Source: an optimization exercise on an open RTL-to-GDS flow (aim: small area, a short achievable clock period and few clock cycles). Production flows keep margins and buffers that such runs may drop.
Function was checked by simulation only, so behaviour that the tests miss may differ from the original.
No activity file was given, so power comes from the tool's default toggle rates.

==> run a: inputs <==
Design quantizer, start of the top module:
module quantizer (
    input  wire        clk,
    input  wire        rst,
    input  wire        start,
    input  wire        op,
    input  wire [31:0] a,
    input  wire [31:0] qmin,
    input  wire [31:0] qmax,
    input  wire [7:0]  bits,
    output wire        ready,
    output reg         done,
    output reg  [2:0]  status,
    output wire [31:0] result
);
export LEC_CHECK = 0
export CAP_MARGIN = 20
export CELL_PAD_IN_SITES_DETAIL_PLACEMENT = 1
export CORE_MARGIN = 2
export CORE_UTILIZATION = 40
export SLEW_MARGIN = 20
create_clock -name core_clock -period 27.0 [get_ports {clk}]
run.sh (not shown) runs the stock make flow with config.mk's settings and CLKGATE_MAP_FILE= SYNTH_SCRIPT=/design/flow/synth_recipe.tcl, a recipe that flattens the netlist after the stock synthesis.
==> inputs of run b, as changes to run a <==
--- a/flow/design.v
+++ b/flow/design.v
@@ -183,14 +183,15 @@
     reg s_idle;    
     reg s_c1;      
     reg s_c2;      
     reg s_c3;      
     reg s_mul;     
     reg s_div;     
     reg s_fin;     
+    reg s_fix;     
     reg s_shr;     
     reg s_add;     
     reg s_pack;    
     reg         op_r;
     reg  [4:0]  bb;
     reg         bbad;
     reg  [31:0] A, MN, MX;
@@ -255,24 +256,26 @@
     wire [23:0] ad_m;
     fp_addn u_add (.sa(ad_sa), .ea(ad_ea), .ma(ad_ma), .sb(ad_sb), .eb(ad_eb), .mb(ad_mb),
                    .fsh_en(sb_f2), .fsh(bb), .ebias({5'd0, bb & {5{sb_f2}}}),
                    .s(ad_s), .e(ad_e), .m(ad_m), .z(ad_z));
     wire ad_ovf = !ad_e[9] && (ad_e[8:0] >= 9'd255);    
     wire ad_sub = ad_e[9] || (ad_e == 10'd0);           
     wire range_bad = !min_fin || !max_fin || ad_s || ad_z;
-    wire [23:0] ms1, mc1, ms2, mc2, ms3, mc3, ms4, mc4;
-    wire        mo1, mo2, mo3, mo4;
+    wire [23:0] ms1, mc1, ms2, mc2, ms3, mc3, ms4, mc4, ms5, mc5, ms6, mc6;
+    wire        mo1, mo2, mo3, mo4, mo5, mo6;
     mul_row u_m1 (.s(WS[23:0]), .c(WC[23:0]), .dm(dm), .b(A[0]), .s_o(ms1), .c_o(mc1), .o(mo1));
     mul_row u_m2 (.s(ms1), .c(mc1), .dm(dm), .b(A[1]), .s_o(ms2), .c_o(mc2), .o(mo2));
     mul_row u_m3 (.s(ms2), .c(mc2), .dm(dm), .b(A[2]), .s_o(ms3), .c_o(mc3), .o(mo3));
     mul_row u_m4 (.s(ms3), .c(mc3), .dm(dm), .b(A[3]), .s_o(ms4), .c_o(mc4), .o(mo4));
-    wire        mul_last = (A[18:4] == 15'd0);
-    wire [23:0] ph   = ms4 + mc4;
-    wire        pstk = stk | g1 | g0 | mo1 | mo2;
-    wire [25:0] pv   = ph[23] ? {ph, mo4, mo3 | pstk} : {ph[22:0], mo4, mo3, pstk};
+    mul_row u_m5 (.s(ms4), .c(mc4), .dm(dm), .b(A[4]), .s_o(ms5), .c_o(mc5), .o(mo5));
+    mul_row u_m6 (.s(ms5), .c(mc5), .dm(dm), .b(A[5]), .s_o(ms6), .c_o(mc6), .o(mo6));
+    wire        mul_last = (A[22:6] == 17'd0);
+    wire [23:0] ph   = ms6 + mc6;
+    wire        pstk = stk | g1 | g0 | mo1 | mo2 | mo3 | mo4;
+    wire [25:0] pv   = ph[23] ? {ph, mo6, mo5 | pstk} : {ph[22:0], mo6, mo5, pstk};
     wire [9:0]  pe   = de + fe - {9'd0, ~ph[23]};
     reg [4:0] ulead;
     always @* begin
         casez (A[15:0])
         16'b1???????????????: ulead = 5'd16;
         16'b01??????????????: ulead = 5'd15;
         16'b001?????????????: ulead = 5'd14;
@@ -288,15 +291,25 @@
         16'b0000000000001???: ulead = 5'd4;
         16'b00000000000001??: ulead = 5'd3;
         16'b000000000000001?: ulead = 5'd2;
         16'b0000000000000001: ulead = 5'd1;
         default:              ulead = 5'd0;
         endcase
     end
-    wire [1:0] upad = 2'd0 - ulead[1:0];
+    reg  [2:0] upad;
+    always @* begin
+        case (ulead)
+        5'd1, 5'd7,  5'd13: upad = 3'd5;
+        5'd2, 5'd8,  5'd14: upad = 3'd4;
+        5'd3, 5'd9,  5'd15: upad = 3'd3;
+        5'd4, 5'd10, 5'd16: upad = 3'd2;
+        5'd5, 5'd11:        upad = 3'd1;
+        default:            upad = 3'd0;
+        endcase
+    end
     wire [28:0] rs [0:KD];
     wire [28:0] rc [0:KD];
     wire [2*KD-1:0] qp, qn;
     assign rs[0] = WS;
     assign rc[0] = WC;
     genvar gi;
     generate
@@ -305,33 +318,39 @@
                             .qp(qp[2*(KD-1-gi)+:2]), .qn(qn[2*(KD-1-gi)+:2]));
         end
     endgenerate
     wire [28:0] rw   = rs[1] + rc[1];
     wire        rneg = rw[28];
     wire [28:0] zt0  = (rs[1] ^ rc[1]) ^ {rs[1][27:0] | rc[1][27:0], 1'b0};    
     wire        rsti = (zt0 != 29'd0);
-    wire [21:0] zh1  = A[23:2] + ~MX[23:2] + 22'd1;
-    wire [21:0] zh0  = A[23:2] + ~MX[23:2];
-    wire [4:0]  zl   = {1'b0, A[1:0], qp[2*KD-1:2*KD-2]} + {1'b0, ~MX[1:0], ~qn[2*KD-1:2*KD-2]}
-                     + {4'd0, ~rneg};
-    wire [25:0] zq   = {zl[4] ? zh1 : zh0, zl[3:0]};
-    wire        z_ok = p2 | zq[24];
-    wire [25:0] zv   = p2 ? {zq[25:2], zq[1], zq[0] | rsti}
-                          : {zq[24:1], zq[0], rsti};
+    wire [26:0] zp   = {A[24:0], qp[2*KD-1:2*KD-2]} + ~{MX[24:0], qn[2*KD-1:2*KD-2]} + 27'd1;
+    wire        z_ok = p2 | (zp[24] ^ (rneg & (zp[23:0] == 24'd0)));
+    wire [24:0] zb   = p2 ? zp[26:2] : zp[25:1];
+    wire        zi   = p2 ? (rneg ? (zp[1] & zp[0]) : (zp[1] & (zp[0] | rsti | zp[2])))
+                          : (!rneg & zp[0] & (rsti | zp[1]));
+    wire [24:0] zb1  = zb + 25'd1;
+    wire [24:0] zs   = zi ? zb1 : zb;
+    wire [23:0] qm   = zs[24] ? 24'h800000 : zs[23:0];
     wire [9:0]  ze   = fe - de + 10'd127 - {9'd0, p2};
+    wire [9:0]  qe   = ze + {9'd0, zs[24]};
     wire        z_sub = ze[9] || (ze == 10'd0);
-    wire [25:0] rn_v = ({26{s_mul}} & pv) | ({26{s_fin}} & zv) | ({26{s_shr}} & WS[25:0]);
-    wire [9:0]  rn_e = ({10{s_mul}} & pe) | ({10{s_fin}} & ze) | ({10{s_shr}} & fe);
+    wire [26:0] zf   = WS[26:0] - {26'd0, g1};
+    wire [25:0] zv   = stk ? {zf[25:2], zf[1], zf[0] | g0} : {zf[24:1], zf[0], g0};
+    wire [25:0] rn_v = s_mul ? pv : WS[25:0];
+    wire [9:0]  rn_e = s_mul ? pe : fe;
     wire [23:0] rn_m;
     wire [9:0]  rn_eo;
     fp_rnd u_rnd (.v(rn_v), .ei(rn_e), .m(rn_m), .e(rn_eo));
     wire        p_ovf = !rn_eo[9] && (rn_eo[8:0] >= 9'd255);
-    wire [25:0] zr   = {1'b0, zv[25:1]} + 26'd1;           
+    wire [16:0] cb   = p2 ? zp[26:10] : zp[25:9];
+    wire        cc   = p2 ? ((&zp[9:1]) & (zp[0] | !rneg)) : (!rneg & (&zp[8:0]));
+    wire [16:0] cb1  = cb + 17'd1;
+    wire [16:0] cs   = cc ? cb1 : cb;
     wire [9:0]  zsh  = 10'd142 - ze;                        
-    wire [16:0] zn   = zr[25:9] >> zsh[4:0];               
+    wire [16:0] zn   = cs >> zsh[4:0];
     reg  [15:0] code;
     always @* begin
         if (!ze[9] && ze >= 10'd143)
             code = mask;
         else if (ze[9] || ze < 10'd126)
             code = 16'd0;
         else if ((zn & ~{1'b0, mask}) != 17'd0)
@@ -357,71 +376,77 @@
     wire [31:0] res = ({32{s_c3}} & {16'd0, mask})
                     | ({32{s_mul}} & 32'h7F800000)
                     | ({32{s_fin}} & {16'd0, code})
                     | ({32{s_add & !ad_z}} & {ad_s, ad_e[7:0] | {8{ad_ovf}}, ad_m[22:0] & {23{!ad_ovf}}})
                     | ({32{s_pack}} & {ysg, 8'd0, WS[22:0]});
     wire w_ad  = (s_c1 & !op_r) | s_c2 | s_c3 | s_add;
     wire w_ms  = s_mul & !mul_last;
-    wire w_rn  = (s_mul & mul_last & !xlt) | (s_fin & z_ok & !z_sub) | (s_shr & fe_one);
+    wire w_rn  = (s_mul & mul_last & !xlt) | (s_shr & fe_one);
     wire w_rn2 = s_mul & mul_last & xlt;
-    wire w_zv  = s_fin & z_ok & z_sub;
+    wire w_qm  = s_fin & z_ok & !z_sub;
+    wire w_zp  = s_fin & z_ok & z_sub;
     wire w_rp  = s_fin & !z_ok;
     wire w_shr = s_shr & !fe_one;
     wire [28:0] ws_n = ({29{w_ad}}  & {5'd0, ad_m})
-                     | ({29{w_ms}}  & {5'd0, ms4})
+                     | ({29{w_ms}}  & {5'd0, ms6})
                      | ({29{w_rn}}  & {5'd0, rn_m})
                      | ({29{w_rn2}} & {4'd0, rn_m, 1'b0})
                      | ({29{w_rp}}  & rs[1])
                      | ({29{s_div}} & rs[KD])
-                     | ({29{w_zv}}  & {3'd0, zv})
+                     | ({29{w_qm}}  & {5'd0, qm})
+                     | ({29{w_zp}}  & {2'd0, zp})
+                     | ({29{s_fix}} & {3'd0, zv})
                      | ({29{w_shr}} & {4'd0, WS[25:2], WS[1] | WS[0]})
                      | ({29{s_pack}} & {6'd0, WS[23:1]});
-    wire [28:0] wc_n = ({29{w_ms}} & {5'd0, mc4}) | ({29{s_div}} & rc[KD]) | ({29{w_rp}} & rc[1]);
+    wire [28:0] wc_n = ({29{w_ms}} & {5'd0, mc6}) | ({29{s_div}} & rc[KD]) | ({29{w_rp}} & rc[1]);
     wire f_ad  = s_c1 | s_c2 | s_c3 | s_add;
     wire f_rn  = s_fin & z_ok & !z_sub;
     wire f_pm  = s_mul & mul_last;
     wire f_inc = s_shr | s_pack;
     wire [9:0] fe_n = ({10{f_ad & !op_r}} | {10{s_c2 | s_c3 | s_add}}) & ad_e
                     | ({10{s_c1 & op_r}} & {5'd0, ulead | {4'd0, u_zero}})
-                    | ({10{f_rn}} & rn_eo)
+                    | ({10{f_rn}} & qe)
                     | ({10{f_pm}} & (rn_eo - {9'd0, xlt}))
                     | ({10{s_fin & z_ok & z_sub}} & ze)
                     | ({10{f_inc}} & (fe + 10'd1));
     wire fe_en = f_ad | (s_mul & mul_last) | (s_fin & z_ok) | ((s_shr | s_pack) & !fe_one);
     wire n_idle = (s_idle & !start) | fin_now;
     wire n_c1   = s_idle & start;
     wire n_c2   = s_c1 & c1_emid;
     wire n_c3   = (s_c1 & c1_emax) | s_c2;
     wire n_mul  = (s_c1 & c1_dmul) | (s_mul & !mul_last);
     wire n_div  = (s_c3 & !ad_ovf) | (s_mul & mul_last & !p_ovf) | (s_div & !div_end);
     wire n_fin  = (s_div & div_end) | (s_fin & !z_ok);
-    wire n_shr  = (s_fin & z_ok & op_r & z_sub) | (s_shr & !fe_one);
+    wire n_fix  = s_fin & z_ok & op_r & z_sub;
+    wire n_shr  = s_fix | (s_shr & !fe_one);
     wire n_add  = (s_c1 & c1_du0) | (s_fin & z_ok & op_r & !z_sub) | (s_shr & fe_one);
     wire n_pack = (s_add & !ad_z & !ad_ovf & ad_sub) | (s_pack & !fe_one);
     always @(posedge clk) begin
         if (rst) begin
             s_idle <= 1'b1;
             s_c1   <= 1'b0;
             s_c2   <= 1'b0;
             s_c3   <= 1'b0;
             s_mul  <= 1'b0;
             s_div  <= 1'b0;
             s_fin  <= 1'b0;
+            s_fix  <= 1'b0;
             s_shr  <= 1'b0;
             s_add  <= 1'b0;
             s_pack <= 1'b0;
             done   <= 1'b0;
         end else begin
             s_idle <= n_idle;
             s_c1   <= n_c1;
             s_c2   <= n_c2;
             s_c3   <= n_c3;
             s_mul  <= n_mul;
             s_div  <= n_div;
             s_fin  <= n_fin;
+            s_fix  <= n_fix;
             s_shr  <= n_shr;
             s_add  <= n_add;
             s_pack <= n_pack;
             done   <= fin_now;
         end
     end
     always @(posedge clk) begin
@@ -431,15 +456,15 @@
             bbad <= (bits == 8'd0) || (bits > 8'd16);
         end
         if (s_c1)
             status <= c1_rerr ? ST_ERR_RANGE : c1_derr ? ST_ERR_DOMAIN : ST_OK;
         if (s_idle | (s_c1 & op_r) | s_mul | s_div | (s_fin & !z_ok))
             A <= ({32{s_idle}} & a)
                | ({32{s_c1}}   & (A << upad))
-               | ({32{s_mul}}  & (A >> 4))
+               | ({32{s_mul}}  & (A >> 6))
                | ({32{s_div}}  & {A[31-2*KD:0], qp})
                | ({32{s_fin}}  & {A[29:0], qp[2*KD-1:2*KD-2]});
         if (s_idle | s_div | (s_fin & !z_ok))
             MX <= ({32{s_idle}} & qmax)
                 | ({32{s_div}}  & {MX[31-2*KD:0], qn})
                 | ({32{s_fin}}  & {MX[29:0], qn[2*KD-1:2*KD-2]});
         p2 <= s_fin & !z_ok;
@@ -463,13 +488,13 @@
         end
         if (fe_en)
             fe <= fe_n;
         if (s_add)
             ysg <= ad_s;
         WS  <= ws_n;
         WC  <= wc_n;
-        g1  <= s_mul & mo4;
-        g0  <= s_mul & mo3;
-        stk <= s_mul & pstk;
+        g1  <= (s_mul & mo6) | (s_fin & rneg) | (s_fix & g1);
+        g0  <= (s_mul & mo5) | (s_fin & rsti) | (s_fix & g0);
+        stk <= (s_mul & pstk) | (s_fin & p2) | (s_fix & stk);
         cnt <= s_div ? cnt + 2'd1 : 2'd0;
     end
 endmodule
- CELL_PAD_IN_SITES_DETAIL_PLACEMENT: 1 -> default
- GPL_ROUTABILITY_DRIVEN: default -> 0
==> inputs of run c, as changes to run a <==
--- a/flow/design.v
+++ b/flow/design.v
@@ -183,14 +183,15 @@
     reg s_idle;    
     reg s_c1;      
     reg s_c2;      
     reg s_c3;      
     reg s_mul;     
     reg s_div;     
     reg s_fin;     
+    reg s_fix;     
     reg s_shr;     
     reg s_add;     
     reg s_pack;    
     reg         op_r;
     reg  [4:0]  bb;
     reg         bbad;
     reg  [31:0] A, MN, MX;
@@ -255,24 +256,26 @@
     wire [23:0] ad_m;
     fp_addn u_add (.sa(ad_sa), .ea(ad_ea), .ma(ad_ma), .sb(ad_sb), .eb(ad_eb), .mb(ad_mb),
                    .fsh_en(sb_f2), .fsh(bb), .ebias({5'd0, bb & {5{sb_f2}}}),
                    .s(ad_s), .e(ad_e), .m(ad_m), .z(ad_z));
     wire ad_ovf = !ad_e[9] && (ad_e[8:0] >= 9'd255);    
     wire ad_sub = ad_e[9] || (ad_e == 10'd0);           
     wire range_bad = !min_fin || !max_fin || ad_s || ad_z;
-    wire [23:0] ms1, mc1, ms2, mc2, ms3, mc3, ms4, mc4;
-    wire        mo1, mo2, mo3, mo4;
+    wire [23:0] ms1, mc1, ms2, mc2, ms3, mc3, ms4, mc4, ms5, mc5, ms6, mc6;
+    wire        mo1, mo2, mo3, mo4, mo5, mo6;
     mul_row u_m1 (.s(WS[23:0]), .c(WC[23:0]), .dm(dm), .b(A[0]), .s_o(ms1), .c_o(mc1), .o(mo1));
     mul_row u_m2 (.s(ms1), .c(mc1), .dm(dm), .b(A[1]), .s_o(ms2), .c_o(mc2), .o(mo2));
     mul_row u_m3 (.s(ms2), .c(mc2), .dm(dm), .b(A[2]), .s_o(ms3), .c_o(mc3), .o(mo3));
     mul_row u_m4 (.s(ms3), .c(mc3), .dm(dm), .b(A[3]), .s_o(ms4), .c_o(mc4), .o(mo4));
-    wire        mul_last = (A[18:4] == 15'd0);
-    wire [23:0] ph   = ms4 + mc4;
-    wire        pstk = stk | g1 | g0 | mo1 | mo2;
-    wire [25:0] pv   = ph[23] ? {ph, mo4, mo3 | pstk} : {ph[22:0], mo4, mo3, pstk};
+    mul_row u_m5 (.s(ms4), .c(mc4), .dm(dm), .b(A[4]), .s_o(ms5), .c_o(mc5), .o(mo5));
+    mul_row u_m6 (.s(ms5), .c(mc5), .dm(dm), .b(A[5]), .s_o(ms6), .c_o(mc6), .o(mo6));
+    wire        mul_last = (A[22:6] == 17'd0);
+    wire [23:0] ph   = ms6 + mc6;
+    wire        pstk = stk | g1 | g0 | mo1 | mo2 | mo3 | mo4;
+    wire [25:0] pv   = ph[23] ? {ph, mo6, mo5 | pstk} : {ph[22:0], mo6, mo5, pstk};
     wire [9:0]  pe   = de + fe - {9'd0, ~ph[23]};
     reg [4:0] ulead;
     always @* begin
         casez (A[15:0])
         16'b1???????????????: ulead = 5'd16;
         16'b01??????????????: ulead = 5'd15;
         16'b001?????????????: ulead = 5'd14;
@@ -288,15 +291,25 @@
         16'b0000000000001???: ulead = 5'd4;
         16'b00000000000001??: ulead = 5'd3;
         16'b000000000000001?: ulead = 5'd2;
         16'b0000000000000001: ulead = 5'd1;
         default:              ulead = 5'd0;
         endcase
     end
-    wire [1:0] upad = 2'd0 - ulead[1:0];
+    reg  [2:0] upad;
+    always @* begin
+        case (ulead)
+        5'd1, 5'd7,  5'd13: upad = 3'd5;
+        5'd2, 5'd8,  5'd14: upad = 3'd4;
+        5'd3, 5'd9,  5'd15: upad = 3'd3;
+        5'd4, 5'd10, 5'd16: upad = 3'd2;
+        5'd5, 5'd11:        upad = 3'd1;
+        default:            upad = 3'd0;
+        endcase
+    end
     wire [28:0] rs [0:KD];
     wire [28:0] rc [0:KD];
     wire [2*KD-1:0] qp, qn;
     assign rs[0] = WS;
     assign rc[0] = WC;
     genvar gi;
     generate
@@ -305,33 +318,39 @@
                             .qp(qp[2*(KD-1-gi)+:2]), .qn(qn[2*(KD-1-gi)+:2]));
         end
     endgenerate
     wire [28:0] rw   = rs[1] + rc[1];
     wire        rneg = rw[28];
     wire [28:0] zt0  = (rs[1] ^ rc[1]) ^ {rs[1][27:0] | rc[1][27:0], 1'b0};    
     wire        rsti = (zt0 != 29'd0);
-    wire [21:0] zh1  = A[23:2] + ~MX[23:2] + 22'd1;
-    wire [21:0] zh0  = A[23:2] + ~MX[23:2];
-    wire [4:0]  zl   = {1'b0, A[1:0], qp[2*KD-1:2*KD-2]} + {1'b0, ~MX[1:0], ~qn[2*KD-1:2*KD-2]}
-                     + {4'd0, ~rneg};
-    wire [25:0] zq   = {zl[4] ? zh1 : zh0, zl[3:0]};
-    wire        z_ok = p2 | zq[24];
-    wire [25:0] zv   = p2 ? {zq[25:2], zq[1], zq[0] | rsti}
-                          : {zq[24:1], zq[0], rsti};
+    wire [26:0] zp   = {A[24:0], qp[2*KD-1:2*KD-2]} + ~{MX[24:0], qn[2*KD-1:2*KD-2]} + 27'd1;
+    wire        z_ok = p2 | (zp[24] ^ (rneg & (zp[23:0] == 24'd0)));
+    wire [24:0] zb   = p2 ? zp[26:2] : zp[25:1];
+    wire        zi   = p2 ? (rneg ? (zp[1] & zp[0]) : (zp[1] & (zp[0] | rsti | zp[2])))
+                          : (!rneg & zp[0] & (rsti | zp[1]));
+    wire [24:0] zb1  = zb + 25'd1;
+    wire [24:0] zs   = zi ? zb1 : zb;
+    wire [23:0] qm   = zs[24] ? 24'h800000 : zs[23:0];
     wire [9:0]  ze   = fe - de + 10'd127 - {9'd0, p2};
+    wire [9:0]  qe   = ze + {9'd0, zs[24]};
     wire        z_sub = ze[9] || (ze == 10'd0);
-    wire [25:0] rn_v = ({26{s_mul}} & pv) | ({26{s_fin}} & zv) | ({26{s_shr}} & WS[25:0]);
-    wire [9:0]  rn_e = ({10{s_mul}} & pe) | ({10{s_fin}} & ze) | ({10{s_shr}} & fe);
+    wire [26:0] zf   = WS[26:0] - {26'd0, g1};
+    wire [25:0] zv   = stk ? {zf[25:2], zf[1], zf[0] | g0} : {zf[24:1], zf[0], g0};
+    wire [25:0] rn_v = s_mul ? pv : WS[25:0];
+    wire [9:0]  rn_e = s_mul ? pe : fe;
     wire [23:0] rn_m;
     wire [9:0]  rn_eo;
     fp_rnd u_rnd (.v(rn_v), .ei(rn_e), .m(rn_m), .e(rn_eo));
     wire        p_ovf = !rn_eo[9] && (rn_eo[8:0] >= 9'd255);
-    wire [25:0] zr   = {1'b0, zv[25:1]} + 26'd1;           
+    wire [16:0] cb   = p2 ? zp[26:10] : zp[25:9];
+    wire        cc   = p2 ? ((&zp[9:1]) & (zp[0] | !rneg)) : (!rneg & (&zp[8:0]));
+    wire [16:0] cb1  = cb + 17'd1;
+    wire [16:0] cs   = cc ? cb1 : cb;
     wire [9:0]  zsh  = 10'd142 - ze;                        
-    wire [16:0] zn   = zr[25:9] >> zsh[4:0];               
+    wire [16:0] zn   = cs >> zsh[4:0];
     reg  [15:0] code;
     always @* begin
         if (!ze[9] && ze >= 10'd143)
             code = mask;
         else if (ze[9] || ze < 10'd126)
             code = 16'd0;
         else if ((zn & ~{1'b0, mask}) != 17'd0)
@@ -357,71 +376,77 @@
     wire [31:0] res = ({32{s_c3}} & {16'd0, mask})
                     | ({32{s_mul}} & 32'h7F800000)
                     | ({32{s_fin}} & {16'd0, code})
                     | ({32{s_add & !ad_z}} & {ad_s, ad_e[7:0] | {8{ad_ovf}}, ad_m[22:0] & {23{!ad_ovf}}})
                     | ({32{s_pack}} & {ysg, 8'd0, WS[22:0]});
     wire w_ad  = (s_c1 & !op_r) | s_c2 | s_c3 | s_add;
     wire w_ms  = s_mul & !mul_last;
-    wire w_rn  = (s_mul & mul_last & !xlt) | (s_fin & z_ok & !z_sub) | (s_shr & fe_one);
+    wire w_rn  = (s_mul & mul_last & !xlt) | (s_shr & fe_one);
     wire w_rn2 = s_mul & mul_last & xlt;
-    wire w_zv  = s_fin & z_ok & z_sub;
+    wire w_qm  = s_fin & z_ok & !z_sub;
+    wire w_zp  = s_fin & z_ok & z_sub;
     wire w_rp  = s_fin & !z_ok;
     wire w_shr = s_shr & !fe_one;
     wire [28:0] ws_n = ({29{w_ad}}  & {5'd0, ad_m})
-                     | ({29{w_ms}}  & {5'd0, ms4})
+                     | ({29{w_ms}}  & {5'd0, ms6})
                      | ({29{w_rn}}  & {5'd0, rn_m})
                      | ({29{w_rn2}} & {4'd0, rn_m, 1'b0})
                      | ({29{w_rp}}  & rs[1])
                      | ({29{s_div}} & rs[KD])
-                     | ({29{w_zv}}  & {3'd0, zv})
+                     | ({29{w_qm}}  & {5'd0, qm})
+                     | ({29{w_zp}}  & {2'd0, zp})
+                     | ({29{s_fix}} & {3'd0, zv})
                      | ({29{w_shr}} & {4'd0, WS[25:2], WS[1] | WS[0]})
                      | ({29{s_pack}} & {6'd0, WS[23:1]});
-    wire [28:0] wc_n = ({29{w_ms}} & {5'd0, mc4}) | ({29{s_div}} & rc[KD]) | ({29{w_rp}} & rc[1]);
+    wire [28:0] wc_n = ({29{w_ms}} & {5'd0, mc6}) | ({29{s_div}} & rc[KD]) | ({29{w_rp}} & rc[1]);
     wire f_ad  = s_c1 | s_c2 | s_c3 | s_add;
     wire f_rn  = s_fin & z_ok & !z_sub;
     wire f_pm  = s_mul & mul_last;
     wire f_inc = s_shr | s_pack;
     wire [9:0] fe_n = ({10{f_ad & !op_r}} | {10{s_c2 | s_c3 | s_add}}) & ad_e
                     | ({10{s_c1 & op_r}} & {5'd0, ulead | {4'd0, u_zero}})
-                    | ({10{f_rn}} & rn_eo)
+                    | ({10{f_rn}} & qe)
                     | ({10{f_pm}} & (rn_eo - {9'd0, xlt}))
                     | ({10{s_fin & z_ok & z_sub}} & ze)
                     | ({10{f_inc}} & (fe + 10'd1));
     wire fe_en = f_ad | (s_mul & mul_last) | (s_fin & z_ok) | ((s_shr | s_pack) & !fe_one);
     wire n_idle = (s_idle & !start) | fin_now;
     wire n_c1   = s_idle & start;
     wire n_c2   = s_c1 & c1_emid;
     wire n_c3   = (s_c1 & c1_emax) | s_c2;
     wire n_mul  = (s_c1 & c1_dmul) | (s_mul & !mul_last);
     wire n_div  = (s_c3 & !ad_ovf) | (s_mul & mul_last & !p_ovf) | (s_div & !div_end);
     wire n_fin  = (s_div & div_end) | (s_fin & !z_ok);
-    wire n_shr  = (s_fin & z_ok & op_r & z_sub) | (s_shr & !fe_one);
+    wire n_fix  = s_fin & z_ok & op_r & z_sub;
+    wire n_shr  = s_fix | (s_shr & !fe_one);
     wire n_add  = (s_c1 & c1_du0) | (s_fin & z_ok & op_r & !z_sub) | (s_shr & fe_one);
     wire n_pack = (s_add & !ad_z & !ad_ovf & ad_sub) | (s_pack & !fe_one);
     always @(posedge clk) begin
         if (rst) begin
             s_idle <= 1'b1;
             s_c1   <= 1'b0;
             s_c2   <= 1'b0;
             s_c3   <= 1'b0;
             s_mul  <= 1'b0;
             s_div  <= 1'b0;
             s_fin  <= 1'b0;
+            s_fix  <= 1'b0;
             s_shr  <= 1'b0;
             s_add  <= 1'b0;
             s_pack <= 1'b0;
             done   <= 1'b0;
         end else begin
             s_idle <= n_idle;
             s_c1   <= n_c1;
             s_c2   <= n_c2;
             s_c3   <= n_c3;
             s_mul  <= n_mul;
             s_div  <= n_div;
             s_fin  <= n_fin;
+            s_fix  <= n_fix;
             s_shr  <= n_shr;
             s_add  <= n_add;
             s_pack <= n_pack;
             done   <= fin_now;
         end
     end
     always @(posedge clk) begin
@@ -431,15 +456,15 @@
             bbad <= (bits == 8'd0) || (bits > 8'd16);
         end
         if (s_c1)
             status <= c1_rerr ? ST_ERR_RANGE : c1_derr ? ST_ERR_DOMAIN : ST_OK;
         if (s_idle | (s_c1 & op_r) | s_mul | s_div | (s_fin & !z_ok))
             A <= ({32{s_idle}} & a)
                | ({32{s_c1}}   & (A << upad))
-               | ({32{s_mul}}  & (A >> 4))
+               | ({32{s_mul}}  & (A >> 6))
                | ({32{s_div}}  & {A[31-2*KD:0], qp})
                | ({32{s_fin}}  & {A[29:0], qp[2*KD-1:2*KD-2]});
         if (s_idle | s_div | (s_fin & !z_ok))
             MX <= ({32{s_idle}} & qmax)
                 | ({32{s_div}}  & {MX[31-2*KD:0], qn})
                 | ({32{s_fin}}  & {MX[29:0], qn[2*KD-1:2*KD-2]});
         p2 <= s_fin & !z_ok;
@@ -463,13 +488,13 @@
         end
         if (fe_en)
             fe <= fe_n;
         if (s_add)
             ysg <= ad_s;
         WS  <= ws_n;
         WC  <= wc_n;
-        g1  <= s_mul & mo4;
-        g0  <= s_mul & mo3;
-        stk <= s_mul & pstk;
+        g1  <= (s_mul & mo6) | (s_fin & rneg) | (s_fix & g1);
+        g0  <= (s_mul & mo5) | (s_fin & rsti) | (s_fix & g0);
+        stk <= (s_mul & pstk) | (s_fin & p2) | (s_fix & stk);
         cnt <= s_div ? cnt + 2'd1 : 2'd0;
     end
 endmodule
- CELL_PAD_IN_SITES_DETAIL_PLACEMENT: 1 -> default
- CORE_UTILIZATION: 40 -> 45
- GPL_ROUTABILITY_DRIVEN: default -> 0
- PLACE_DENSITY: default -> 0.7
==> comparison <==
In run a the flip-flop and latch count is lower than in run b, by 1.
The lowest wire length belongs to run c, the highest to run a.
The lowest via count belongs to run a, the highest to run c.
Cell area, lowest first: run a, run c, run b.
Register-to-register slack: run c > run b > run a.
First-iteration DRC count: run a is lower than run b (17%).
Cell count: run a < run c < run b.
Clock skew: run c is higher than run a (2.3 ps).
In run c the sequential power is higher than in run b, by about 1%.
Testbench counts of run a, summed over its fixed seeds: cycles 75,559.
Testbench counts of run b, summed over its fixed seeds: cycles 71,716.
Testbench counts of run c, summed over its fixed seeds: cycles 71,716.

[re-timing with driven ports]
The results above use ideal ports. As a check the final layouts listed here were re-extracted and re-timed, cells and wires unchanged.
Step 1 (the two cells are an assumption about what drives the block):
set clk [get_ports {clk}]
set_driving_cell -lib_cell sky130_fd_sc_hd__clkbuf_16 $clk
set_driving_cell -lib_cell sky130_fd_sc_hd__buf_2 [delete_from_list [all_inputs] $clk]
Step 2 adds t to the input delays and takes it off the output delays; t is the mean of the earliest and latest rising clock arrival at the registers after step 1. Input paths then give back, and output paths get back, about the clock's delay inside the block.
a / b / c = ideal / step 1 / step 2; a / b = the first two.
run | t, ns | slack for setup (ns) | hold WS [ns] | clock arrival spread, ns | worst data-port slew with drivers (ns)
run a | 0.664 | 10.041 / 10.041 / 10.041 | 0.422 / 0.422 / 0.422 | 0.056 / 0.055 | 0.06
run b | 0.657 | 10.796 / 10.796 / 10.796 | 0.422 / 0.422 / 0.422 | 0.055 / 0.056 | 0.13
run c | 0.701 | 10.859 / 10.859 / 10.859 | 0.426 / 0.426 / 0.426 | 0.058 / 0.057 | 0.10
After both steps every run listed still meets setup and hold.
